Background: an optimization exercise with open tools, aiming at small area, a short achievable clock period and few clock cycles. Do not read the settings as production practice.
Where RTL was checked, it was by simulation tests only, not by an equivalence proof against the original.
No functional check of the RTL was part of runs 1 to 3.
No activity file was given, so power comes from the tool's default toggle rates.

[design/flow/run.sh]
#!/bin/bash
# synth_recipe.tcl (not shown) runs the flow's synth.tcl, then flattens the netlist and writes it again
# the make line also repeats each setting of config.mk as NAME=value (left out here)
make -C /OpenROAD-flow-scripts/flow DESIGN_CONFIG=/design/flow/config.mk WORK_HOME=/design/flow/orfs CLKGATE_MAP_FILE= SYNTH_SCRIPT=/design/flow/synth_recipe.tcl finish
[design/flow/config.mk]
export PLATFORM = sky130hd
export DESIGN_NAME = frame_engine
export DESIGN_NICKNAME = frame_engine
export VERILOG_FILES = /design/flow/design.v
export SDC_FILE = /design/flow/constraint.sdc
export NUM_CORES = 4
export LEC_CHECK = 0
export CAP_MARGIN = 20
export CORE_MARGIN = 2
export CORE_UTILIZATION = 40
export PLACE_DENSITY = 0.6
export SLEW_MARGIN = 20
[design/flow/constraint.sdc]
create_clock -name core_clock -period 8.0 [get_ports {clk}]
set_input_delay 1.6000 -clock core_clock [delete_from_list [all_inputs] [get_ports {clk}]]
set_output_delay 1.6000 -clock core_clock [all_outputs]
set_load 0.01 [all_outputs]
[design/flow/design.v]
module x25_step (
    input  wire [15:0] acc,
    input  wire [7:0]  b,
    output reg  [15:0] nxt
);
    integer i;
    always @* begin
        nxt = acc ^ {8'h00, b};
        for (i = 0; i < 8; i = i + 1)
            nxt = nxt[0] ? ((nxt >> 1) ^ 16'h8408) : (nxt >> 1);
    end
endmodule
module cc_step (
    input  wire [15:0] acc,
    input  wire [7:0]  b,
    output reg  [15:0] nxt
);
    integer i;
    always @* begin
        nxt = acc ^ {b, 8'h00};
        for (i = 0; i < 8; i = i + 1)
            nxt = nxt[15] ? ((nxt << 1) ^ 16'h1021) : (nxt << 1);
    end
endmodule
module ax25_extractor (
    input  wire        clk,
    input  wire        rst,         
    input  wire        soft_rst,    
    input  wire        byte_cand,   
    input  wire        byte_en,     
    input  wire [7:0]  byte_d,
    input  wire        is_flag,     
    input  wire        fcs_check,   
    output wire        deliver,
    output wire        blocked,     
    output wire [6:0]  frame_last,  
    input  wire [6:0]  rd_idx,
    input  wire        rd_done,     
    output wire [7:0]  rd_byte,
    output reg         state,       
    output reg  [7:0]  len,
    output reg  [15:0] frames,
    output reg  [15:0] discards
);
    localparam [15:0] RESIDUE = 16'hF0B8;   
    reg [7:0]  buf_mem [0:127];
    reg [15:0] crc;                         
    reg        crc_ok;                      
    reg [6:0]  start;                       
    reg [6:0]  wp;                          
    reg [7:0]  room;                        
    wire [15:0] crc_nxt;
    x25_step u_step (.acc(crc), .b(byte_d), .nxt(crc_nxt));
    wire closing   = state && is_flag && (len != 8'd0);
    wire too_short = (len[7:4] == 4'd0);
    wire fcs_bad   = fcs_check && !crc_ok;
    wire overflow  = state && !is_flag && len[7];
    wire append    = state && !closing && !len[7];
    assign deliver    = closing && !too_short && !fcs_bad;
    assign blocked    = append && (room == 8'd0);
    assign frame_last = len[6:0] - 7'd1;
    assign rd_byte    = buf_mem[rd_idx];
    wire take   = byte_en && !rst && !soft_rst;
    wire drop   = soft_rst || (take && (closing ? !deliver : overflow));
    wire do_app = take && append;
    always @(posedge clk) begin
        if (rst) begin
            start <= 7'd0;
            wp    <= 7'd0;
            room  <= 8'd128;
        end else begin
            room <= room + {7'd0, rd_done} - {7'd0, do_app} + (drop ? len : 8'd0);
            if (drop)
                wp <= start;
            else if (do_app)
                wp <= wp + 7'd1;
            if (take && closing && deliver)
                start <= wp;
        end
    end
    always @(posedge clk) begin
        if (rst || soft_rst) begin
            state    <= 1'b0;
            len      <= 8'd0;
            frames   <= 16'd0;
            discards <= 16'd0;
            crc      <= 16'hFFFF;
            crc_ok   <= 1'b0;
        end else if (byte_en) begin
            if (!state) begin
                if (is_flag) begin
                    state  <= 1'b1;
                    len    <= 8'd0;
                    crc    <= 16'hFFFF;
                    crc_ok <= 1'b0;
                end
            end else if (closing) begin
                state <= 1'b0;
                len   <= 8'd0;
                if (too_short || fcs_bad)
                    discards <= discards + 16'd1;
                else
                    frames <= frames + 16'd1;
            end else if (overflow) begin
                state    <= 1'b0;
                len      <= 8'd0;
                discards <= discards + 16'd1;
            end else begin
                len    <= len + 8'd1;
                crc    <= crc_nxt;
                crc_ok <= (crc_nxt == RESIDUE);
            end
        end
    end
    always @(posedge clk) begin
        if (byte_cand && append && (room != 8'd0))
            buf_mem[wp] <= byte_d;
    end
endmodule
module m17_extractor (
    input  wire        clk,
    input  wire        rst,           
    input  wire        byte_cand,     
    input  wire        byte_en,       
    input  wire [7:0]  byte_d,
    input  wire        is_s0,         
    input  wire        is_s1,         
    input  wire        crc_check,     
    input  wire        lock,          
    output wire        deliver,       
    output wire        stores,        
    input  wire [5:0]  rd_idx,
    output wire [7:0]  rd_byte,
    output reg  [1:0]  state,         
    output reg  [5:0]  cnt,
    output reg         prev_valid,
    output reg  [7:0]  prev,
    output reg  [15:0] frames,
    output reg  [15:0] discards
);
    localparam [1:0] HUNT = 2'd0, COLLECT = 2'd1, PEND = 2'd2;
    localparam [7:0] SYNC0 = 8'h5D, SYNC1 = 8'h5F;
    localparam [15:0] CRC_ANCHOR = 16'hCEF6;    
    reg [7:0]  buf_mem [2:47];
    reg        last_sync0;            
    reg        prev_s0;               
    reg [15:0] crc;                   
    reg        lo_ok;                 
    reg        ok47;                  
    wire [15:0] crc_nxt;
    cc_step u_step (.acc(crc), .b(byte_d), .nxt(crc_nxt));
    wire hunt_anchor = (state == HUNT) && prev_s0 && is_s1;
    wire reanchor    = ((state == COLLECT) && last_sync0 && is_s1) ||
                       ((state == PEND) && is_s1);
    wire store       = (state == COLLECT) && !reanchor;
    wire at47        = (cnt == 6'd47);
    wire full_now    = store && at47;
    wire fin_collect = full_now && !is_s0;
    wire fin_pend    = (state == PEND) && !is_s1;
    wire finalize    = fin_collect || fin_pend;
    wire hi_ok       = (crc[15:8] == byte_d);
    wire crc_good    = (state == PEND) ? ok47 : (lo_ok && hi_ok);
    wire crc_bad     = crc_check && !crc_good;
    assign deliver = finalize && !crc_bad;
    assign stores  = store;
    assign rd_byte = (rd_idx == 6'd0) ? SYNC0 : (rd_idx == 6'd1) ? SYNC1 : buf_mem[rd_idx];
    always @(posedge clk) begin
        if (rst) begin
            state      <= HUNT;
            cnt        <= 6'd0;
            prev_valid <= 1'b0;
            prev       <= 8'h00;
            prev_s0    <= 1'b0;
            frames     <= 16'd0;
            discards   <= 16'd0;
            last_sync0 <= 1'b0;
            crc        <= 16'hFFFF;
        end else if (byte_en) begin
            if (hunt_anchor || reanchor) begin
                if (reanchor)
                    discards <= discards + 16'd1;
                state      <= COLLECT;
                cnt        <= 6'd2;
                prev_valid <= 1'b0;
                prev_s0    <= 1'b0;
                last_sync0 <= 1'b0;
                crc        <= CRC_ANCHOR;
            end else if (state == HUNT) begin
                prev_valid <= 1'b1;
                prev       <= byte_d;
                prev_s0    <= is_s0;
            end else if (finalize) begin
                if (crc_bad)
                    discards <= discards + 16'd1;
                else
                    frames <= frames + 16'd1;
                state <= HUNT;
                cnt   <= 6'd0;
                if (fin_pend) begin
                    prev_valid <= 1'b1;
                    prev       <= byte_d;
                    prev_s0    <= is_s0;
                end else begin
                    prev_valid <= 1'b0;
                    prev_s0    <= 1'b0;
                end
            end else if (store) begin
                cnt        <= cnt + 6'd1;
                last_sync0 <= is_s0;
                if (cnt < 6'd46)
                    crc <= crc_nxt;
                if (cnt == 6'd46)
                    lo_ok <= (crc[7:0] == byte_d);
                if (at47)
                    ok47 <= lo_ok && hi_ok;
                if (full_now)
                    state <= PEND;
            end
        end
    end
    always @(posedge clk) begin
        if (byte_cand && store && !lock)
            buf_mem[cnt] <= byte_d;
    end
endmodule
module det_classifier (
    input  wire        clk,
    input  wire        rst,
    input  wire        clear,
    input  wire        push,
    input  wire [7:0]  push_d,
    output reg  [5:0]  len,
    output wire        full,
    output reg  [2:0]  cls
);
    localparam [2:0] C_UNKNOWN = 3'd0, C_AX25 = 3'd1, C_M17 = 3'd2,
                     C_FX25 = 3'd3, C_IL2P = 3'd4, C_APRS = 3'd5;
    reg w0_7e, w0_5d, w0_b7;     
    reg w1_5f, w1_4d;            
    reg aprs;                    
    assign full = len[5];
    always @(posedge clk) begin
        if (rst || clear) begin
            len  <= 6'd0;
            aprs <= 1'b0;
        end else if (push && !full) begin
            len <= len + 6'd1;
            if (len[4] && push_d == 8'hF0)
                aprs <= 1'b1;
        end
        if (push && !full && len == 6'd0) begin
            w0_7e <= (push_d == 8'h7E);
            w0_5d <= (push_d == 8'h5D);
            w0_b7 <= (push_d == 8'hB7);
        end
        if (push && !full && len == 6'd1) begin
            w1_5f <= (push_d == 8'h5F);
            w1_4d <= (push_d == 8'h4D);
        end
    end
    wire ge1  = (len != 6'd0);
    wire ge2  = (len[5:1] != 5'd0);
    wire ge8  = (len[5:3] != 3'd0);
    wire ge14 = (len >= 6'd14);
    always @* begin
        if (ge1 && w0_7e)
            cls = aprs ? C_APRS : C_AX25;
        else if (ge2 && w0_5d && w1_5f)
            cls = C_M17;
        else if (ge8 && w0_b7 && w1_4d)
            cls = C_FX25;
        else if (ge14)
            cls = C_IL2P;
        else
            cls = C_UNKNOWN;
    end
endmodule
module frame_engine (
    input  wire        clk,
    input  wire        rst,
    input  wire        cmd_valid,
    output wire        cmd_ready,
    input  wire [15:0] cmd_data,
    output reg         ev_valid,
    output reg  [1:0]  ev_kind,       
    output reg  [15:0] ev_data,
    output reg         ev_last
);
    localparam AX25_BUF_BYTES = 128;
    localparam DET_MAX_LEN    = 32;
    localparam QD = 4;                
    localparam QW = 2;
    localparam [7:0] OP_NOP = 8'h00, OP_PUSH = 8'h01, OP_AX25_PUSH = 8'h02,
                     OP_M17_PUSH = 8'h03, OP_CHUNK_END = 8'h04,
                     OP_X25_INIT = 8'h10, OP_X25_BYTE = 8'h11,
                     OP_CCITT_INIT = 8'h12, OP_CCITT_BYTE = 8'h13,
                     OP_DET_CLEAR = 8'h20, OP_DET_PUSH = 8'h21,
                     OP_RD = 8'h30, OP_WR_CTRL = 8'h31, OP_RESET = 8'h3F;
    localparam [1:0] EV_AX25 = 2'd1, EV_M17 = 2'd2, EV_RESP = 2'd3;
    reg [15:0] s_data;
    reg        hv, sv;
    wire       exec;
    wire       take = !hv || exec;
    assign cmd_ready = !sv;
    wire [15:0] nc    = sv ? s_data : cmd_data;    
    wire [7:0]  nc_op = nc[15:8];
    reg [7:0] arg;
    reg h_push, h_axp, h_m17p, h_x25i, h_x25b, h_cci, h_ccb, h_detc, h_detp,
        h_rd, h_wr, h_rst, h_bad;
    reg a_7e, a_5d, a_5f;
    always @(posedge clk) begin
        if (rst) begin
            hv <= 1'b0;
            sv <= 1'b0;
        end else if (take) begin
            hv <= sv || cmd_valid;
            sv <= 1'b0;
        end else if (cmd_valid) begin
            sv <= 1'b1;
        end
        if (!sv)
            s_data <= cmd_data;
        if (take) begin
            arg    <= nc[7:0];
            h_push <= (nc_op == OP_PUSH);
            h_axp  <= (nc_op == OP_AX25_PUSH);
            h_m17p <= (nc_op == OP_M17_PUSH);
            h_x25i <= (nc_op == OP_X25_INIT);
            h_x25b <= (nc_op == OP_X25_BYTE);
            h_cci  <= (nc_op == OP_CCITT_INIT);
            h_ccb  <= (nc_op == OP_CCITT_BYTE);
            h_detc <= (nc_op == OP_DET_CLEAR);
            h_detp <= (nc_op == OP_DET_PUSH);
            h_rd   <= (nc_op == OP_RD);
            h_wr   <= (nc_op == OP_WR_CTRL);
            h_rst  <= (nc_op == OP_RESET);
            h_bad  <= !((nc_op == OP_NOP) || (nc_op == OP_PUSH) || (nc_op == OP_AX25_PUSH) ||
                        (nc_op == OP_M17_PUSH) || (nc_op == OP_CHUNK_END) ||
                        (nc_op == OP_X25_INIT) || (nc_op == OP_X25_BYTE) ||
                        (nc_op == OP_CCITT_INIT) || (nc_op == OP_CCITT_BYTE) ||
                        (nc_op == OP_DET_CLEAR) || (nc_op == OP_DET_PUSH) ||
                        (nc_op == OP_RD) || (nc_op == OP_WR_CTRL) || (nc_op == OP_RESET));
            a_7e   <= (nc[7:0] == 8'h7E);
            a_5d   <= (nc[7:0] == 8'h5D);
            a_5f   <= (nc[7:0] == 8'h5F);
        end
    end
    reg [1:0] mode;
    reg       fcs_check, crc_check, badcmd;
    reg [15:0] x25_acc, cc_acc;
    wire ax_sel  = (h_push && !mode[0]) || h_axp;
    wire m17_sel = (h_push && !mode[1]) || h_m17p;
    wire soft_rst = exec && h_rst;
    wire unit_rst = rst || soft_rst;
    reg [17:0]   q_mem [0:QD-1];
    reg [QW-1:0] q_wp, q_rp;
    reg [QW:0]   q_cnt;
    wire         q_full  = (q_cnt == QD);
    wire         q_empty = (q_cnt == 0);
    reg        s_ax;          
    reg        s_m17;         
    reg        s_then_m17;    
    reg        m17_waiting;   
    reg  [6:0] ax_rp, ax_rem;
    reg  [5:0] m17_rp;
    wire        ax_dlv, ax_blk;
    wire [6:0]  ax_flast;
    wire [7:0]  ax_rd_byte;
    wire        ax_state;
    wire [7:0]  ax_len;
    wire [15:0] ax_frames, ax_discards;
    wire        ax_rd_done;
    ax25_extractor u_ax25 (
        .clk(clk), .rst(rst), .soft_rst(soft_rst),
        .byte_cand(hv && ax_sel), .byte_en(exec && ax_sel), .byte_d(arg), .is_flag(a_7e),
        .fcs_check(fcs_check), .deliver(ax_dlv), .blocked(ax_blk), .frame_last(ax_flast),
        .rd_idx(ax_rp), .rd_done(ax_rd_done), .rd_byte(ax_rd_byte),
        .state(ax_state), .len(ax_len), .frames(ax_frames), .discards(ax_discards)
    );
    wire        m17_dlv, m17_stores;
    wire [7:0]  m17_rd_byte;
    wire [1:0]  m17_state;
    wire [5:0]  m17_cnt;
    wire        m17_prev_valid;
    wire [7:0]  m17_prev;
    wire [15:0] m17_frames, m17_discards;
    wire        m17_lock = m17_waiting || (s_m17 && (m17_cnt > m17_rp));
    m17_extractor u_m17 (
        .clk(clk), .rst(unit_rst),
        .byte_cand(hv && m17_sel), .byte_en(exec && m17_sel), .byte_d(arg),
        .is_s0(a_5d), .is_s1(a_5f), .crc_check(crc_check), .lock(m17_lock),
        .deliver(m17_dlv), .stores(m17_stores),
        .rd_idx(m17_rp), .rd_byte(m17_rd_byte),
        .state(m17_state), .cnt(m17_cnt), .prev_valid(m17_prev_valid), .prev(m17_prev),
        .frames(m17_frames), .discards(m17_discards)
    );
    wire [5:0] det_len;
    wire       det_full;
    wire [2:0] det_cls;
    det_classifier u_det (
        .clk(clk), .rst(unit_rst),
        .clear(exec && h_detc),
        .push(exec && h_detp), .push_d(arg),
        .len(det_len), .full(det_full), .cls(det_cls)
    );
    wire [15:0] x25_nxt, cc_nxt;
    x25_step u_x25 (.acc(x25_acc), .b(arg), .nxt(x25_nxt));
    cc_step  u_cc  (.acc(cc_acc),  .b(arg), .nxt(cc_nxt));
    wire ax_go  = ax_sel && ax_dlv;
    wire m17_go = m17_sel && m17_dlv;
    wire q_push = h_rd || ax_go || m17_go;
    assign exec = hv && !(q_push && q_full) && !(ax_sel && ax_blk) &&
                  !(m17_sel && m17_stores && m17_lock);
    always @(posedge clk) begin
        if (unit_rst) begin
            mode      <= 2'd0;
            fcs_check <= 1'b0;
            crc_check <= 1'b0;
            badcmd    <= 1'b0;
            x25_acc   <= 16'hFFFF;
            cc_acc    <= 16'hFFFF;
        end else if (exec) begin
            if (h_x25i) x25_acc <= 16'hFFFF;
            if (h_x25b) x25_acc <= x25_nxt;
            if (h_cci)  cc_acc  <= 16'hFFFF;
            if (h_ccb)  cc_acc  <= cc_nxt;
            if (h_wr) begin
                mode      <= (arg[1:0] == 2'd3) ? 2'd0 : arg[1:0];
                fcs_check <= arg[2];
                crc_check <= arg[3];
            end
            if (h_bad)
                badcmd <= 1'b1;
        end
    end
    reg [15:0] rd_val;
    always @* begin
        case (arg)
            8'h00: rd_val = {12'd0, crc_check, fcs_check, mode};
            8'h01: rd_val = {11'd0, det_full, badcmd, m17_state, ax_state};
            8'h02: rd_val = {8'd0, ax_len};
            8'h03: rd_val = ax_frames;
            8'h04: rd_val = ax_discards;
            8'h05: rd_val = {10'd0, m17_cnt};
            8'h06: rd_val = m17_frames;
            8'h07: rd_val = m17_discards;
            8'h08: rd_val = m17_prev_valid ? {7'd0, 1'b1, m17_prev} : 16'h0000;
            8'h09: rd_val = x25_acc;
            8'h0A: rd_val = x25_acc ^ 16'hFFFF;
            8'h0B: rd_val = cc_acc;
            8'h0C: rd_val = {10'd0, det_len};
            8'h0D: rd_val = {13'd0, det_cls};
            8'h0E: rd_val = AX25_BUF_BYTES;
            8'h0F: rd_val = DET_MAX_LEN;
            default: rd_val = 16'h0000;
        endcase
    end
    wire [17:0] q_in = h_rd  ? {EV_RESP, rd_val} :
                       ax_go ? {EV_AX25, m17_go, 8'd0, ax_flast} : {EV_M17, 16'd0};
    wire        do_push = exec && q_push;
    wire        busy   = s_ax || s_m17;
    wire        do_pop = !busy && !q_empty;
    wire [17:0] q_head = q_mem[q_rp];
    assign ax_rd_done = s_ax || (do_pop && q_head[17:16] == EV_AX25);
    always @(posedge clk) begin
        if (do_push)
            q_mem[q_wp] <= q_in;
    end
    always @(posedge clk) begin
        if (rst) begin
            q_wp        <= 0;
            q_rp        <= 0;
            q_cnt       <= 0;
            ev_valid    <= 1'b0;
            ev_kind     <= 2'd0;
            ev_data     <= 16'd0;
            ev_last     <= 1'b0;
            s_ax        <= 1'b0;
            s_m17       <= 1'b0;
            s_then_m17  <= 1'b0;
            m17_waiting <= 1'b0;
            ax_rp       <= 7'd0;
            ax_rem      <= 7'd0;
            m17_rp      <= 6'd0;
        end else begin
            if (do_push)
                q_wp <= q_wp + 1'b1;
            if (do_pop)
                q_rp <= q_rp + 1'b1;
            q_cnt <= q_cnt + {{QW{1'b0}}, do_push} - {{QW{1'b0}}, do_pop};
            if (do_push && m17_go)
                m17_waiting <= 1'b1;
            ev_valid <= 1'b0;
            ev_last  <= 1'b0;
            if (s_ax) begin
                ev_valid <= 1'b1;
                ev_kind  <= EV_AX25;
                ev_data  <= {8'd0, ax_rd_byte};
                ax_rp    <= ax_rp + 7'd1;
                ax_rem   <= ax_rem - 7'd1;
                if (ax_rem == 7'd0) begin
                    ev_last <= 1'b1;
                    s_ax    <= 1'b0;
                    if (s_then_m17) begin
                        s_m17       <= 1'b1;
                        m17_rp      <= 6'd0;
                        m17_waiting <= 1'b0;
                    end
                end
            end else if (s_m17) begin
                ev_valid <= 1'b1;
                ev_kind  <= EV_M17;
                ev_data  <= {8'd0, m17_rd_byte};
                m17_rp   <= m17_rp + 6'd1;
                if (m17_rp == 6'd47) begin
                    ev_last <= 1'b1;
                    s_m17   <= 1'b0;
                end
            end else if (do_pop) begin
                case (q_head[17:16])
                    EV_RESP: begin
                        ev_valid <= 1'b1;
                        ev_kind  <= EV_RESP;
                        ev_data  <= q_head[15:0];
                        ev_last  <= 1'b1;
                    end
                    EV_AX25: begin
                        ev_valid   <= 1'b1;
                        ev_kind    <= EV_AX25;
                        ev_data    <= {8'd0, ax_rd_byte};
                        ax_rp      <= ax_rp + 7'd1;
                        ax_rem     <= q_head[6:0] - 7'd1;
                        s_ax       <= 1'b1;
                        s_then_m17 <= q_head[15];
                    end
                    default: begin
                        ev_valid    <= 1'b1;
                        ev_kind     <= EV_M17;
                        ev_data     <= {8'd0, 8'h5D};
                        s_m17       <= 1'b1;
                        m17_rp      <= 6'd1;
                        m17_waiting <= 1'b0;
                    end
                endcase
            end
        end
    end
endmodule
==> results of run 1 <==
[final cells by class]
type,instances,share of cell area (%)
Clock buffer,248,6.02
Clock inverter,87,1.19
Timing Repair Buffer,122,1.40
Inverter,75,0.341
Tap cell,2464,3.73
Multi-Input combinational cell,2657,26.3
Sequential cell,1770,61.0
[power by group through the flow]
stage / logic, uW / clock network, uW / registers, uW
after floorplan: 2170 / 0 / 10600
after global placement: 3150 / 0 / 10700
after detailed placement: 3160 / 0 / 10700
after CTS: 3180 / 8610 / 10500
after global routing: 3370 / 8980 / 10500
final: 3150 / 8490 / 10500
[tightest hold or removal path, delay by kind of cell, from the launching register on]
kind / cells / cell delay [ns]
simple gates: 1 / 0.05
flops: 1 / 0.31
compound gates: 1 / 0.05
[per-stage QoR]
step / setup slack [ns] / std cells / utilization, % / hold WS [ns]
final: 2.94 / 7423 / 45.2 / 0.453
after global routing: 2.63 / 7423 / 45.2 / 0.487
after CTS: 3.00 / 7421 / 45.2 / 0.457
after detailed placement: 2.95 / 7086 / 41.9 / 0.450
after global placement: 2.98 / 7086 / 41.9 / 0.445
after floorplan: 1.82 / 4776 / - / 0.431
[kinds of logic after synthesis]
family	after synthesis
multiplexers	592
flip-flops	1770
XOR/XNOR	184
adder cells (fa/ha/maj)	47
buffers and inverters	349
AO/OA/AOI/OAI	584
AND/OR/NAND/NOR	1250
[cell usage in the layout (no fill, tap or decap), types with 20 or more instances in the layout]
| master | instances |
|---|---|
| edfxtp_1 | 1495 |
| nor2_1 | 418 |
| mux2i_1 | 288 |
| mux4_2 | 267 |
| dfxtp_1 | 265 |
| nand2_1 | 250 |
| clkbuf_16 | 185 |
| a21oi_1 | 148 |
| xnor2_1 | 130 |
| a22oi_1 | 100 |
| nand3_1 | 97 |
| nor3_1 | 75 |
| o21ai_0 | 75 |
| inv_1 | 73 |
| buf_4 | 72 |
| nor2b_1 | 67 |
| nor4_1 | 58 |
| o22ai_1 | 56 |
| nand4_1 | 54 |
| xor2_1 | 52 |
| a211oi_1 | 52 |
| clkbuf_1 | 52 |
| ha_1 | 44 |
| clkdlybuf4s50_1 | 38 |
| mux2_2 | 37 |
| nand2b_1 | 33 |
| and3_1 | 31 |
| clkinv_1 | 28 |
| or3_1 | 24 |
| and2_1 | 22 |
| nand3b_1 | 22 |
| clkinv_2 | 22 |
| or4_1 | 20 |
[how the worst max path moves through the flow]
stage                                 to  slack (ns)  depth (start not counted)
final                     u_ax25.room[7]        2.94                         16
after global routing      u_ax25.room[7]        2.63                         16
after CTS                 u_ax25.room[7]        3.00                         16
after detailed placement  u_ax25.room[7]        2.95                         15
after global placement    u_ax25.room[7]        2.98                         15
after floorplan           u_ax25.room[7]        1.82                         19
[per-layer routing]
metal / vias up / track usage, % / part of all wire, %
met4: 4 / 6.31 / 2.9
met1: 21800 / 28.5 / 42
li1: 18700 / - / -
met3: 327 / 3.49 / 6.6
met5: - / 0 / 0.011
met2: 1511 / 34.3 / 48
==> impl_metrics.json, run 1 <==
{
  "status": "timing/DRC/antenna clean",
  "setup.worst_path.start_class": "flip-flop",
  "grt_max_degree": 222,
  "syn_nets": 4842,
  "antenna_found_initial": 4,
  "final_area_um2": 82600,
  "regArea_um2": 50400,
  "top_register": "u_ax25.buf_mem",
  "synth_fa_ha_area_share_pct": 0.830,
  "min_path_cells": 2,
  "path_clk_slew_ns": 0.06,
  "max_freq_ghz": 0.198,
  "max_cap_viol_count": 0,
  "core-area_um2": 183000,
  "synth-seq-area-share_pct": 68.5,
  "syn_area_um2": 73500,
  "slew_headroom_pct": 7.89,
  "die-area_um2": 187000,
  "initial_core_util_pct": 40.2,
  "crit_start": "u_m17.cnt[4]",
  "fin_nets": 4873,
  "hp-start": "u_ax25.crc_ok",
  "clk_latency_ns": 0.83,
  "place_area_um2": 76600,
  "worstRegToRegCells": 16,
  "period_minus_slack_ns": 5.06,
  "power.density_nw_per_um2": 268,
  "synth_seq_cells": 1770,
  "synth_top_area_cell": "edfxtp_1",
  "avgViaCountPerCell": 5.70,
  "power_frac_seq_pct": 47.4,
  "synth_common_cells": "edfxtp_1, nor2_1, mux2i_1",
  "clock_skew_ns": 0.0380,
  "grt_pass1_wl_um": 288000,
  "yosys.area.top_type_share_pct": 61.1,
  "cts_sinks": 1770,
  "cts.path.max_buffers": 3,
  "crit_family": "compound AO/OA/AOI/OAI gates",
  "p_int_uw": 16400,
  "r2r-start": "u_m17.cnt[4]",
  "min_path_type": "flip-flop to flip-flop",
  "crit_path_cell_trace": "ha_1 > a21o_1 > a211o_1 > o22ai_1 > o211a_2 > nand3_2 > inv_1 > ha_1 > fa_1 > nor2b_1 > o21ai_0 > a21boi_0 > o21ai_0 > a21oi_1 > xnor3_1 > or2_1",
  "leakage_uw": 0.0255,
  "crit_fanout": 29,
  "largestRegisters": "u_ax25.buf_mem x1024, u_m17.buf_mem x368, q_mem x72",
  "largest_register_ffs": 1024,
  "ctsRootBufferMaster": "clkbuf_16",
  "cts_buffers": 181,
  "grt_overflow": 0,
  "synth.area.mux_share_pct": 12.7,
  "gp_congestion": 0.872,
  "p_sw_uw": 5720,
  "avgSynthCellArea_um2": 15.4,
  "slew_viol_final": 0,
  "reg2reg_to": "u_ax25.room[7]",
  "finalSetupTns_ns": 0,
  "fill_cells": 15900,
  "ant_nets": 0,
  "final_layout_size_suffix_gt1_share_pct": 14.6,
  "min_to": "u_ax25.crc_ok",
  "rsz0062_at_grt": "no",
  "endpoint_kind": "flip-flop",
  "max_stage_delay_ns": 0.82,
  "synth.distinct_cells": 97,
  "rows": 157,
  "swShare_pct": 25.9,
  "cts_tree": "yes",
  "syn-instance-count": 4776,
  "wl_per_cell_um": 26.6,
  "die_w_um": 433,
  "ctsHoldBuffers": 0,
  "pwr-share-clk_pct": 38.4,
  "p_total_uw": 22100,
  "cts_setup_buffers": 0,
  "arrival_ns": 5.76,
  "antenna_cells": 0,
  "synth_top_family_by_area": "multiplexers",
  "ys_top_cells_by_area": "edfxtp_1, mux4_2, dfxtp_1",
  "drtIter0Drc": 4513,
  "port_buffers": 39,
  "reg2reg_slack_ns": 2.94,
  "totalWireLength_um": 198000,
  "final_hold_viol_count": 0,
  "synth_edf_count": 1495,
  "dr_total_vias": 42300,
  "grt.total_usage_pct": 20.9,
  "io_pins": 40,
  "drc": 0,
  "place_hpwl_um": 125000,
  "ctsResizeCount": 0,
  "vdd_drop_max_mv": 0.172,
  "grt_pass1_vias": 41600,
  "synth_warnings": 6,
  "comb_power_share_pct": 14.2,
  "crit_buf_inv": 1,
  "fp.dieH_um": 433,
  "synth_compound_area_share_pct": 5.32,
  "multi_input_area_um2": 21700,
  "synth-xor-area-share_pct": 2.22,
  "cp.required_ns": 8.70,
  "synthArstFlopShare_pct": 0,
  "synth_simple_gate_area_share_pct": 8.35,
  "yosysMostFrequentCell": "edfxtp_1",
  "final-setup-viol-count": 0,
  "final.period_utilization_pct": 63.3,
  "crit_type": "flip-flop to flip-flop",
  "ys.flop_type": "edfxtp_1",
  "syn2layout_area_growth_pct": 12.4,
  "worst_path_max_delay_cell": "o211a_2",
  "htreeDepth": 4,
  "tightest_slew_ns": 1.38,
  "firstDrtPassIters": 6
}
==> run 2, diff against run 1 <==
--- a/design/flow/config.mk
+++ b/design/flow/config.mk
@@ -5,8 +5,10 @@
 export SDC_FILE = /design/flow/constraint.sdc
 export NUM_CORES = 4
 export LEC_CHECK = 0
+export ABC_CLOCK_PERIOD_IN_PS = 3000
 export CAP_MARGIN = 20
 export CORE_MARGIN = 2
 export CORE_UTILIZATION = 40
 export PLACE_DENSITY = 0.6
+export SETUP_SLACK_MARGIN = 5
 export SLEW_MARGIN = 20
==> run 2 against run 1 <==
  * Still clean
  * Sequential share of layout area decreased by 4.6 points
  * Non-clock buffer count is 315 higher
  * Global-route usage up 1.1 points
  * First-iteration DRC count increased by 8.2%
  * Final area increased by 8.4%
  * Core utilization is 3.8 points higher
  * Critical endpoint unchanged
==> impl_metrics.json, run 2 <==
{
  "cts_buffers": 180,
  "min_to": "ev_data[10]",
  "place_hpwl_um": 125000,
  "rsz0062_at_grt": "yes",
  "final-setup-viol-count": 0,
  "worstRegToRegCells": 16,
  "cts_tree": "yes",
  "status": "timing/DRC/antenna clean",
  "max_cap_viol_count": 0,
  "core-area_um2": 183000,
  "setup.worst_path.start_class": "flip-flop",
  "synth-seq-area-share_pct": 68.5,
  "r2r-start": "u_ax25.len[4]",
  "slew_viol_final": 0,
  "max_freq_ghz": 0.280,
  "largestRegisters": "u_ax25.buf_mem x1024, u_m17.buf_mem x368, q_mem x72",
  "grt_max_degree": 184,
  "regArea_um2": 50500,
  "multi_input_area_um2": 24400,
  "tightest_slew_ns": 1.36,
  "cts.path.max_buffers": 3,
  "slew_headroom_pct": 9.53,
  "arrival_ns": 4.26,
  "final_cell_mix": "edfxtp_1, mux2i_1, mux4_2",
  "synth_top_area_cell": "edfxtp_1",
  "layout_commonest_cell": "edfxtp_1",
  "ant_nets": 0,
  "clk_latency_ns": 0.83,
  "fill_cells": 15100,
  "clock_skew_ns": 0.0476,
  "finalSetupTns_ns": 0,
  "top_register": "u_ax25.buf_mem",
  "final_area_um2": 89600,
  "io_pins": 40,
  "rows": 157,
  "antenna_found_initial": 2,
  "synth.distinct_cells": 97,
  "synth_seq_cells": 1770,
  "place_area_um2": 77200,
  "grt_pass1_vias": 43100,
  "drc": 0,
  "grt_overflow": 0,
  "dr_total_vias": 44700,
  "die-area_um2": 187000,
  "avgViaCountPerCell": 5.78,
  "leakage_uw": 0.0280,
  "final_hold_viol_count": 0,
  "period_minus_slack_ns": 3.57,
  "port_buffers": 39,
  "endpoint_kind": "flip-flop",
  "syn_area_um2": 73500,
  "hp-start": "ev_data[10]",
  "ys_top_cells_by_area": "edfxtp_1, mux4_2, dfxtp_1",
  "power.density_nw_per_um2": 250,
  "htreeDepth": 4,
  "syn_nets": 4842,
  "path_clk_slew_ns": 0.06,
  "die_w_um": 433,
  "min_path_cells": 2,
  "crit_type": "flip-flop to flip-flop",
  "syn-instance-count": 4776,
  "synthArstFlopShare_pct": 0,
  "wl_per_cell_um": 27.6,
  "cts_sinks": 1770,
  "fin_nets": 5191,
  "min_path_type": "flip-flop to flip-flop",
  "synth_edf_count": 1495,
  "setup_slack_ns": 4.43,
  "vdd_drop_max_mv": 0.159,
  "grt_pass1_wl_um": 302000,
  "initial_core_util_pct": 40.2,
  "fp.dieH_um": 433,
  "drtIter0Drc": 4881,
  "yosysMostFrequentCell": "edfxtp_1",
  "gp_congestion": 0.862,
  "synth_common_cells": "edfxtp_1, nor2_1, mux2i_1",
  "crit_fanout": 5,
  "reg2reg_to": "u_ax25.room[7]",
  "syn2layout_area_growth_pct": 21.9,
  "largest_register_ffs": 1024,
  "ys.flop_type": "edfxtp_1",
  "reg2reg_slack_ns": 4.43,
  "totalWireLength_um": 214000,
  "grt.total_usage_pct": 21.9,
  "avgSynthCellArea_um2": 15.4,
  "ctsRootBufferMaster": "clkbuf_16",
  "cp.required_ns": 8.69,
  "yosys.area.top_type_share_pct": 61.1,
  "pre_cts_ws_ns": 3.13,
  "synth_warnings": 6,
  "firstDrtPassIters": 6,
  "final_layout_size_suffix_gt1_share_pct": 26.8,
  "final.period_utilization_pct": 44.6
}
-- run 2: cell types whose count changed in the layout (fill, tap and decap cells not counted), sizes merged --
| cell | change |
|---|---|
| diode | +2 |
| bufinv | -9 |
| inv | -4 |
| clkinv | +10 |
| clkbuf | +14 |
| or3 | +1 |
| or4b | +1 |
| clkinvlp | -3 |
| or4 | +2 |
| bufbuf | +13 |
| buf | +310 |
| clkdlybuf4s50 | -21 |
-- run 2: routing by layer --
metal  wire length, um  share of wire [%]  vias up  GRT usage (%)
li1                  -                  -    19400              -
met1             87300                 41    23100           30.0
met2            103000                 48     1847           35.9
met3             15700                7.4      380           3.82
met4              7370                3.5        2           6.47
met5                13             0.0061        -              0
-- run 2: what timing repair did --
item / 4_1_cts / 5_1_grt
pin swaps: 81 / 100
cloned: 17 / 22
setup endpoints to repair: 1792 / 1267
gates resized for setup: 574 / 175
setup buffers: 161 / 117
hold buffers: 0 / 0
-- run 2: critical path, stage by stage (launching register included) --
cell	delay (ns)
dfxtp_4	0.36
nor4_4	0.35
a31oi_4	0.19
or4b_4	0.60
buf_6	0.14
o211ai_4	0.09
nor3_4	0.10
buf_6	0.13
nand2_1	0.06
ha_1	0.22
inv_1	0.09
ha_4	0.22
or3_1	0.33
o21ai_0	0.11
a21oi_2	0.06
xnor3_1	0.17
or2_1	0.22
-- run 2: cell type report --
class / instances / share of cell area (%)
clock buffers: 249 / 5.39
inverters: 75 / 0.324
clock inverters: 81 / 0.870
flip-flops and latches: 1770 / 56.4
repair buffers: 437 / 6.36
diodes: 2 / 0.00559
multi-input cells: 2661 / 27.2
well taps: 2464 / 3.44
-- run 2: report_power, final --
part	internal, uW	switching (uW)
Sequential	10200	163
Clock	4480	3580
Combinational	1680	2250
Total	16400	5990
-- run 2: worst max path at each step --
stage                           endpoint  depth (start not counted)     startpoint  slack, ns
after floorplan           u_ax25.room[7]                         19         arg[0]       2.32
after global placement    u_ax25.room[6]                         15            rst       3.19
after detailed placement  u_ax25.room[6]                         15            rst       3.13
after CTS                 u_ax25.room[7]                         17   u_m17.cnt[4]       4.47
after global routing      u_ax25.room[7]                         18  u_ax25.len[0]       4.28
final                     u_ax25.room[7]                         16  u_ax25.len[4]       4.43
-- run 2: kinds of logic (layout without fill, tap and decap cells) --
group / Yosys count / count (layout) / share of synthesized area [%]
buffers and inverters: 349 / 842 / 2.06
flip-flops: 1770 / 1770 / 68.5
XOR/XNOR: 184 / 184 / 2.22
adder cells (fa/ha/maj): 47 / 47 / 0.830
AO/OA/AOI/OAI: 584 / 584 / 5.32
multiplexers: 592 / 592 / 12.7
other: 0 / 2 / 0
AND/OR/NAND/NOR: 1250 / 1254 / 8.35
-- run 2: through the flow --
| stage | utilization (%) | std cells | power (uW) | hold slack, ns |
|---|---|---|---|---|
| 2_1_floorplan | - | 4776 | 12800 | 0.435 |
| 3_3_place_gp | 42.2 | 7089 | 13900 | 0.446 |
| 3_5_place_dp | 42.2 | 7090 | 13900 | 0.455 |
| 4_1_cts | 47.5 | 7598 | 22300 | 0.461 |
| 5_1_grt | 49.0 | 7737 | 23100 | 0.481 |
| 6_report | 49.0 | 7739 | 22400 | 0.456 |
==> run 3, diff against run 2 <==
--- a/design/flow/design.v
+++ b/design/flow/design.v
@@ -61,6 +61,9 @@
     assign frame_last = len[6:0] - 7'd1;
     assign rd_byte    = buf_mem[rd_idx];
     wire take   = byte_en && !rst && !soft_rst;
+    wire [7:0] room_rd = room + {7'd0, rd_done};
+    wire [7:0] room_tk = append ? room_rd - 8'd1 :
+                         ((closing && !deliver) || overflow) ? room_rd + len : room_rd;
     wire drop   = soft_rst || (take && (closing ? !deliver : overflow));
     wire do_app = take && append;
     always @(posedge clk) begin
@@ -69,7 +72,12 @@
             wp    <= 7'd0;
             room  <= 8'd128;
         end else begin
-            room <= room + {7'd0, rd_done} - {7'd0, do_app} + (drop ? len : 8'd0);
+            if (soft_rst)
+                room <= room_rd + len;
+            else if (byte_en)
+                room <= room_tk;
+            else
+                room <= room_rd;
             if (drop)
                 wp <= start;
             else if (do_app)
@@ -112,9 +120,15 @@
             end
         end
     end
+    reg       w_en;
+    reg [6:0] w_at;
+    reg [7:0] w_d;
     always @(posedge clk) begin
-        if (byte_cand && append && (room != 8'd0))
-            buf_mem[wp] <= byte_d;
+        w_en <= byte_cand && append && (room != 8'd0);
+        w_at <= wp;
+        w_d  <= byte_d;
+        if (w_en)
+            buf_mem[w_at] <= w_d;
     end
 endmodule
 module m17_extractor (
@@ -125,6 +139,7 @@
     input  wire [7:0]  byte_d,
     input  wire        is_s0,         
     input  wire        is_s1,         
+    input  wire        hi_ok,         
     input  wire        crc_check,     
     input  wire        lock,          
     output wire        deliver,       
@@ -136,7 +151,8 @@
     output reg         prev_valid,
     output reg  [7:0]  prev,
     output reg  [15:0] frames,
-    output reg  [15:0] discards
+    output reg  [15:0] discards,
+    output wire [7:0]  crc_hi         
 );
     localparam [1:0] HUNT = 2'd0, COLLECT = 2'd1, PEND = 2'd2;
     localparam [7:0] SYNC0 = 8'h5D, SYNC1 = 8'h5F;
@@ -158,7 +174,7 @@
     wire fin_collect = full_now && !is_s0;
     wire fin_pend    = (state == PEND) && !is_s1;
     wire finalize    = fin_collect || fin_pend;
-    wire hi_ok       = (crc[15:8] == byte_d);
+    assign crc_hi    = crc[15:8];
     wire crc_good    = (state == PEND) ? ok47 : (lo_ok && hi_ok);
     wire crc_bad     = crc_check && !crc_good;
     assign deliver = finalize && !crc_bad;
@@ -218,9 +234,15 @@
             end
         end
     end
+    reg       w_en;
+    reg [5:0] w_at;
+    reg [7:0] w_d;
     always @(posedge clk) begin
-        if (byte_cand && store && !lock)
-            buf_mem[cnt] <= byte_d;
+        w_en <= byte_cand && store && !lock;
+        w_at <= cnt;
+        w_d  <= byte_d;
+        if (w_en)
+            buf_mem[w_at] <= w_d;
     end
 endmodule
 module det_classifier (
@@ -308,6 +330,8 @@
     reg h_push, h_axp, h_m17p, h_x25i, h_x25b, h_cci, h_ccb, h_detc, h_detp,
         h_rd, h_wr, h_rst, h_bad;
     reg a_7e, a_5d, a_5f;
+    reg a_hiok;           
+    wire [7:0] m17_crc_hi;
     always @(posedge clk) begin
         if (rst) begin
             hv <= 1'b0;
@@ -343,6 +367,7 @@
             a_7e   <= (nc[7:0] == 8'h7E);
             a_5d   <= (nc[7:0] == 8'h5D);
             a_5f   <= (nc[7:0] == 8'h5F);
+            a_hiok <= (nc[7:0] == m17_crc_hi);
         end
     end
     reg [1:0] mode;
@@ -384,15 +409,15 @@
     wire        m17_prev_valid;
     wire [7:0]  m17_prev;
     wire [15:0] m17_frames, m17_discards;
-    wire        m17_lock = m17_waiting || (s_m17 && (m17_cnt > m17_rp));
+    wire        m17_lock = m17_waiting || (s_m17 && (m17_rp[5:1] == 5'd0));
     m17_extractor u_m17 (
         .clk(clk), .rst(unit_rst),
         .byte_cand(hv && m17_sel), .byte_en(exec && m17_sel), .byte_d(arg),
-        .is_s0(a_5d), .is_s1(a_5f), .crc_check(crc_check), .lock(m17_lock),
+        .is_s0(a_5d), .is_s1(a_5f), .hi_ok(a_hiok), .crc_check(crc_check), .lock(m17_lock),
         .deliver(m17_dlv), .stores(m17_stores),
         .rd_idx(m17_rp), .rd_byte(m17_rd_byte),
         .state(m17_state), .cnt(m17_cnt), .prev_valid(m17_prev_valid), .prev(m17_prev),
-        .frames(m17_frames), .discards(m17_discards)
+        .frames(m17_frames), .discards(m17_discards), .crc_hi(m17_crc_hi)
     );
     wire [5:0] det_len;
     wire       det_full;
@@ -461,9 +486,11 @@
     wire        busy   = s_ax || s_m17;
     wire        do_pop = !busy && !q_empty;
     wire [17:0] q_head = q_mem[q_rp];
+    wire [QW:0] q_cnt_hold = do_pop ? q_cnt - 1'b1 : q_cnt;
+    wire [QW:0] q_cnt_push = do_pop ? q_cnt : q_cnt + 1'b1;
     assign ax_rd_done = s_ax || (do_pop && q_head[17:16] == EV_AX25);
     always @(posedge clk) begin
-        if (do_push)
+        if (!q_full)
             q_mem[q_wp] <= q_in;
     end
     always @(posedge clk) begin
@@ -487,7 +514,10 @@
                 q_wp <= q_wp + 1'b1;
             if (do_pop)
                 q_rp <= q_rp + 1'b1;
-            q_cnt <= q_cnt + {{QW{1'b0}}, do_push} - {{QW{1'b0}}, do_pop};
+            if (do_push)
+                q_cnt <= q_cnt_push;
+            else
+                q_cnt <= q_cnt_hold;
             if (do_push && m17_go)
                 m17_waiting <= 1'b1;
             ev_valid <= 1'b0;
==> run 3 against run 2 <==
  * Synthesized area fell by 0.26%
  * Sequential share of layout area rose by 3.9 points
  * Final area fell by 5.5%
  * Synthesized cell count fell by 3.1%
  * Clock skew fell by 0.0050 ns
  * Global-route usage fell by 1.7 points
  * Clock power rose by 5.0%
  * Non-clock buffer count fell by 210
  * Setup slack improved by 0.20 ns
  * Hold slack got worse by 0.070 ns
  * Critical path type unchanged
  * Largest power group unchanged
==> impl_metrics.json, run 3 <==
{
  "status": "timing/DRC/antenna clean",
  "antenna_found_initial": 3,
  "clock_skew_ns": 0.0426,
  "core-area_um2": 183000,
  "final.period_utilization_pct": 42.1,
  "fin_nets": 4855,
  "drc": 0,
  "port_buffers": 39,
  "dr_total_vias": 41900,
  "syn_nets": 4682,
  "regArea_um2": 51000,
  "die-area_um2": 187000,
  "antenna_cells": 0,
  "max_freq_ghz": 0.297,
  "place_inst": 6882,
  "final_cells": 7340,
  "gp_congestion": 0.870,
  "finalSetupTns_ns": 0,
  "power.density_nw_per_um2": 252,
  "yosysMostFrequentCell": "edfxtp_1",
  "final-setup-viol-count": 0,
  "syn-instance-count": 4628,
  "rsz0062_at_grt": "yes",
  "synthArstFlopShare_pct": 0,
  "fill_cells": 15600,
  "cp.required_ns": 8.68,
  "hp-start": "u_ax25.wp[6]",
  "io_pins": 40,
  "period_minus_slack_ns": 3.37,
  "vdd_drop_max_mv": 0.178,
  "totalWireLength_um": 192000,
  "crit_fanout": 3,
  "initial_core_util_pct": 40.1,
  "tightest_slew_ns": 1.13,
  "drtIter0Drc": 4609,
  "rows": 157,
  "syn2layout_area_growth_pct": 15.4,
  "die_w_um": 432,
  "final_layout_size_suffix_gt1_share_pct": 20.9,
  "ctsHoldBuffers": 0,
  "ant_nets": 0,
  "wl_per_cell_um": 26.2,
  "multi_input_area_um2": 22000,
  "synth-seq-area-share_pct": 69.4,
  "synth_top_area_cell": "edfxtp_1",
  "grt_pass1_vias": 40900,
  "crit_type": "flip-flop to flip-flop",
  "synth_seq_cells": 1794,
  "clk_latency_ns": 0.82,
  "slew_viol_final": 0,
  "endpoint_kind": "flip-flop",
  "max_cap_viol_count": 0,
  "final_hold_viol_count": 0,
  "largest_register_ffs": 1024,
  "ys.flop_type": "edfxtp_1",
  "cts_sinks": 1794,
  "avgViaCountPerCell": 5.71,
  "leakage_uw": 0.0260,
  "synth_warnings": 6,
  "place_hpwl_um": 116000,
  "ys_top_cells_by_area": "edfxtp_1, mux4_2, dfxtp_1",
  "cts_buffers": 184,
  "slew_headroom_pct": 24.8,
  "min_path_type": "flip-flop to flip-flop",
  "firstDrtPassIters": 6,
  "syn_area_um2": 73300,
  "avgSynthCellArea_um2": 15.8,
  "synth.distinct_cells": 93,
  "synth_common_cells": "edfxtp_1, nor2_1, mux4_2",
  "top_register": "u_ax25.buf_mem",
  "synth_edf_count": 1496,
  "grt_max_degree": 107,
  "yosys.area.top_type_share_pct": 61.3,
  "setup.worst_path.start_class": "flip-flop",
  "grt.total_usage_pct": 20.2,
  "arrival_ns": 4.06,
  "htreeDepth": 4,
  "grt_pass1_wl_um": 280000,
  "path_clk_slew_ns": 0.06,
  "largestRegisters": "u_ax25.buf_mem x1024, u_m17.buf_mem x368, q_mem x72",
  "final_cell_mix": "edfxtp_1, nor2_1, mux4_2",
  "ctsRootBufferMaster": "clkbuf_16",
  "fp.dieH_um": 432,
  "cts_tree": "yes",
  "layout_commonest_cell": "edfxtp_1",
  "grt_overflow": 0,
  "cts.path.max_buffers": 3
}
run 3: cell types whose count changed after synthesis, sizes merged, moves of 25 or more:
| cell | change |
|---|---|
| o21ai | +44 |
| nand3 | +29 |
| mux4 | +39 |
| nor4 | -47 |
| xor2 | +34 |
| nand2 | +29 |
| a21oi | -38 |
| a211oi | -26 |
| buf | -25 |
| mux2i | -42 |
run 3: cell families after synthesis:
family / count (synthesis) / synth area share [%]
flops: 1794 / 69.4
simple gates: 1148 / 7.36
mux: 574 / 13.1
compound gates: 563 / 5.11
buf+inv: 298 / 1.83
xor+xnor: 216 / 2.58
fa+ha+maj: 35 / 0.618
run 3: worst paths after layout:
kind                                        to  slack, ns  depth (start not counted)
worst min register to register  u_ax25.w_at[6]       0.39                          0
worst min-delay path            u_ax25.w_at[6]       0.39                          0
worst max register to register  u_ax25.room[7]       4.63                         16
worst max-delay path            u_ax25.room[7]       4.63                         16
run 3: area by class of cell:
cell class / count / share of cell area (%)
clock buffer: 241 / 5.87
clock inverter: 99 / 1.16
inverter: 54 / 0.250
multi-input combinational: 2540 / 26.0
sequential: 1794 / 60.3
tap: 2385 / 3.53
timing repair buffer: 227 / 2.95
run 3: routing by layer:
layer	track usage, %	wire, um	vias to the layer above	share of wire, %
met5	0	0	-	0
met4	6.47	5420	0	2.8
met3	3.38	12900	315	6.7
met2	31.9	91000	1655	47
met1	28.6	82800	21600	43
li1	-	-	18400	-
run 3: what timing repair did:
| item | CTS | global route |
|---|---|---|
| endpoints found under the setup margin | 691 | 498 |
| pin swaps | 31 | 32 |
| buffers inserted | 60 | 39 |
| resized for setup | 243 | 100 |
| cloned | 13 | 3 |
run 3: metrics by stage:
stage | instance area [um^2] | utilization, % | worst slack, ns | hold WS (ns) | power [uW]
CTS | 83800 | 45.9 | 4.62 | 0.389 | 21400
detailed placement | 76400 | 41.8 | 3.67 | 0.381 | 12900
finish | 84600 | 46.3 | 4.63 | 0.386 | 21300
global route | 84600 | 46.3 | 4.50 | 0.396 | 22000
floorplan | 73400 | - | 4.47 | 0.346 | 12100
global placement | 76400 | 41.8 | 3.70 | 0.382 | 12900
run 3: worst max-delay path, cell delays in order, from the launching register on:
cell and delay [ns]:
dfxtp_4 0.37, mux4_2 0.51, nor2b_4 0.14, and2_4 0.17, nor2_4 0.14, inv_6 0.05
ha_4 0.17, ha_4 0.28, ha_4 0.19, a21o_1 0.18, a21oi_4 0.16, o21bai_1 0.11
a21oi_2 0.19, o21ai_2 0.08, xnor2_1 0.12, a221oi_1 0.26, o21ai_1 0.11
run 3: report_power, final:
| group | total [uW] | leakage [uW] | switching (uW) | internal (uW) |
|---|---|---|---|---|
| registers | 10500 | 0.0159 | 149 | 10400 |
| logic | 2360 | 0.00714 | 1410 | 956 |
| clock network | 8460 | 0.00291 | 3620 | 4840 |
==> run 4, diff against run 3 <==
--- a/design/flow/design.v
+++ b/design/flow/design.v
@@ -61,12 +61,14 @@
     assign frame_last = len[6:0] - 7'd1;
     assign rd_byte    = buf_mem[rd_idx];
     wire take   = byte_en && !rst && !soft_rst;
-    wire [7:0] room_rd = room + {7'd0, rd_done};
+    reg        rd_done_r;
+    wire [7:0] room_rd = room + {7'd0, rd_done_r};
     wire [7:0] room_tk = append ? room_rd - 8'd1 :
                          ((closing && !deliver) || overflow) ? room_rd + len : room_rd;
     wire drop   = soft_rst || (take && (closing ? !deliver : overflow));
     wire do_app = take && append;
     always @(posedge clk) begin
+        rd_done_r <= rd_done && !rst;
         if (rst) begin
             start <= 7'd0;
             wp    <= 7'd0;
--- a/design/flow/config.mk
+++ b/design/flow/config.mk
@@ -9,6 +9,8 @@
 export CAP_MARGIN = 20
 export CORE_MARGIN = 2
 export CORE_UTILIZATION = 40
+export CTS_CLUSTER_DIAMETER = 80
+export CTS_CLUSTER_SIZE = 30
 export PLACE_DENSITY = 0.6
 export SETUP_SLACK_MARGIN = 5
 export SLEW_MARGIN = 20
==> run 4 against run 3 <==
  * Routed wire length rose by 0.20%
  * Setup slack improved by 0.29 ns
  * Critical path depth fell by 13
  * Sequential power barely moved
  * Power fell by 9.6%
  * Sequential share of layout area rose by 1.5 points
  * Synthesized cell count fell by 1.5%
  * Flip-flop and latch count rose by 1
  * Critical path type unchanged
  * Largest cell class unchanged
==> impl_metrics.json, run 4 <==
{
  "clk_latency_ns": 0.78,
  "avgViaCountPerCell": 5.80,
  "tightest_slew_ns": 1.12,
  "firstDrtPassIters": 6,
  "worstRegToRegCells": 3,
  "wl_per_cell_um": 26.8,
  "gp_congestion": 0.886,
  "core-area_um2": 183000,
  "vdd_drop_max_mv": 0.185,
  "layout_commonest_cell": "edfxtp_1",
  "cp.required_ns": 8.39,
  "largest_register_ffs": 1024,
  "rsz0062_at_grt": "yes",
  "status": "timing/DRC/antenna clean",
  "antenna_found_initial": 2,
  "die_w_um": 433,
  "rows": 157,
  "io_pins": 40,
  "min_path_cells": 0,
  "synth.distinct_cells": 89,
  "grt_pass1_vias": 40100,
  "synth_edf_count": 1496,
  "drc": 0,
  "min_path_type": "flip-flop to flip-flop",
  "reg2reg_to": "u_ax25.buf_mem[15][2]",
  "cts.path.max_buffers": 3,
  "totalWireLength_um": 192000,
  "syn_nets": 4610,
  "initial_core_util_pct": 40.2,
  "grt_pass1_wl_um": 277000,
  "drtIter0Drc": 4966,
  "port_buffers": 39,
  "fill_cells": 15900,
  "final_layout_size_suffix_gt1_share_pct": 20.8,
  "synth-seq-area-share_pct": 69.1,
  "hp-start": "u_ax25.wp[6]",
  "slew_headroom_pct": 24.8,
  "syn_area_um2": 73700,
  "ys.flop_type": "edfxtp_1",
  "fp.dieH_um": 433,
  "cts_sinks": 1795,
  "crit_fanout": 8,
  "htreeDepth": 3,
  "final_cell_mix": "edfxtp_1, mux4_2, nor2_1",
  "largestRegisters": "u_ax25.buf_mem x1024, u_m17.buf_mem x368, q_mem x72",
  "path_clk_slew_ns": 0.11,
  "period_minus_slack_ns": 3.09,
  "setup.worst_path.start_class": "flip-flop",
  "arrival_ns": 3.47,
  "yosys.area.top_type_share_pct": 61.0,
  "final.period_utilization_pct": 38.6,
  "synth_common_cells": "edfxtp_1, nor2_1, mux4_2",
  "clock_skew_ns": 0.0540,
  "grt_max_degree": 113,
  "synth_seq_cells": 1795,
  "slew_viol_final": 0,
  "max_freq_ghz": 0.324,
  "ant_nets": 0,
  "avgSynthCellArea_um2": 16.2,
  "endpoint_kind": "flip-flop",
  "cts_tree": "yes",
  "fin_nets": 4679,
  "min_to": "u_ax25.w_at[6]",
  "grt.total_usage_pct": 19.9,
  "leakage_uw": 0.0251,
  "synthArstFlopShare_pct": 0,
  "synth_top_area_cell": "edfxtp_1",
  "ctsRootBufferMaster": "clkbuf_16",
  "final_hold_viol_count": 0,
  "cts_buffers": 100,
  "syn2layout_area_growth_pct": 12.1,
  "reg2reg_slack_ns": 4.91,
  "grt_overflow": 0,
  "power.density_nw_per_um2": 234,
  "ys_top_cells_by_area": "edfxtp_1, mux4_2, dfxtp_1",
  "place_hpwl_um": 117000,
  "top_register": "u_ax25.buf_mem",
  "fin_util_pct": 45.1,
  "yosysMostFrequentCell": "edfxtp_1",
  "finalSetupTns_ns": 0,
  "final-setup-viol-count": 0,
  "max_cap_viol_count": 0,
  "die-area_um2": 188000,
  "dr_total_vias": 41600,
  "syn-instance-count": 4557,
  "synth_warnings": 6,
  "r2r-start": "u_ax25.w_at[3]",
  "crit_type": "flip-flop to flip-flop"
}
run 4: changes by cell type in the layout (fill, tap and decap cells not counted), sizes merged, moves of 23 or more:
| cell | before | now |
|---|---|---|
| buf | 203 | 180 |
| a22oi | 77 | 25 |
| clkbuf | 242 | 113 |
| nor4 | 20 | 46 |
| clkinv | 75 | 32 |
| mux4 | 306 | 383 |
| inv | 60 | 92 |
| nand3 | 129 | 106 |
| mux2i | 246 | 126 |
| o22ai | 57 | 100 |
run 4: logic make-up after synthesis:
kind of cell / synth area share [%]
DFF: 69.1
and+or+nand+nor: 7.41
AOI/OAI and AO/OA: 4.85
muxes: 13.8
buffers and inverters: 1.89
xor gates and xnor gates: 2.31
adders and majority gates: 0.598
run 4: area by class of cell:
cell class,instances,area (um^2),area share (%)
sequential,1795,51000,61.8
timing repair buffer,220,2530,3.06
antenna,1,2.50,0.00303
multi-input combinational,2458,22100,26.7
inverter,51,191,0.232
clock inverter,81,1130,1.37
clock buffer,103,2530,3.07
tap,2464,3080,3.73
run 4: power breakdown:
part / leakage, uW / internal [uW] / total, uW / switching (uW)
Combinational: 0.00734 / 1050 / 2500 / 1460
Sequential: 0.0159 / 10400 / 10600 / 231
Clock: 0.00177 / 2690 / 6200 / 3510
run 4: worst max-delay path by stage:
| stage | from | end | slack (ns) | cells past startpoint |
|---|---|---|---|---|
| 4_1_cts | u_ax25.w_at[3] | u_ax25.buf_mem[12][2] | 4.90 | 3 |
| 3_5_place_dp | u_ax25.len[1] | u_ax25.len[7] | 3.90 | 10 |
| 3_3_place_gp | u_ax25.len[1] | u_ax25.len[7] | 3.99 | 10 |
| 6_report | u_ax25.w_at[3] | u_ax25.buf_mem[15][2] | 4.91 | 3 |
| 2_1_floorplan | u_ax25.len[0] | a_5d | 5.02 | 9 |
| 5_1_grt | u_ax25.w_at[3] | u_ax25.buf_mem[107][0] | 4.79 | 3 |
run 4: worst max-delay path: stages (launching register included):
cell	delay, ns
dfxtp_1	0.72
nor2b_1	0.75
nand2_1	0.46
nor2_1	0.80
run 4: metrics by stage:
stage / cell area (um^2) / total power, uW / instances / setup slack, ns / hold slack [ns]
2_1_floorplan: 73700 / 12300 / 4557 / 5.02 / 0.329
3_3_place_gp: 76700 / 13100 / 6879 / 3.99 / 0.400
3_5_place_dp: 76700 / 13100 / 6880 / 3.90 / 0.400
4_1_cts: 81500 / 19300 / 7111 / 4.90 / 0.398
5_1_grt: 82600 / 19900 / 7172 / 4.79 / 0.412
6_report: 82600 / 19300 / 7173 / 4.91 / 0.407
run 4: repair_timing:
item,CTS,global route
pin swaps,12,16
gates resized for setup,209,97
setup endpoints to repair,384,432
gates cloned,12,11
buffers inserted,35,46
hold buffers,0,0
run 4: metal layers:
metal / GRT usage, % / routed length, um / up-vias
met3: 2.32 / 11900 / 273
met5: 0 / 11 / -
met2: 32.9 / 94100 / 1567
met1: 27.9 / 80800 / 21700
met4: 5.63 / 5640 / 2
li1: - / - / 18000
Testbench counts of run 4, summed over its fixed seeds: cycles 51,011.

-- what the ideal ports hide --
In the flow no input, the clock included, has a driving cell. The finished layouts below were timed again as built, in two steps. Step 1 (the two cells are an assumption about what drives the block):
set clk [get_ports {clk}]
set_driving_cell -lib_cell sky130_fd_sc_hd__clkbuf_16 $clk
set_driving_cell -lib_cell sky130_fd_sc_hd__buf_2 [delete_from_list [all_inputs] $clk]
Step 2 times the ports against the registers' clock, not the clock port: input delays grow and output delays shrink by t, the midpoint of the rising clock arrivals with the driver on. Three values: ideal, step 1, step 2; two values: the first two.
| run | shift t [ns] | slack for setup (ns) | pins driven straight from the clock port |
|---|---|---|---|
| run 1 | 0.893 | 2.938 / 2.938 / 2.938 | 1 |
| run 2 | 0.893 | 4.429 / 4.429 / 3.631 | 1 |
| run 3 | 0.892 | 4.629 / 4.629 / 4.353 | 1 |
| run 4 | 0.829 | 4.914 / 4.914 / 4.391 | 1 |
After both steps setup and hold are still met in every run listed. For run 2, which loses most, drivers alone change the setup slack by 0.000 ns; drivers and shift together by -0.798 ns.
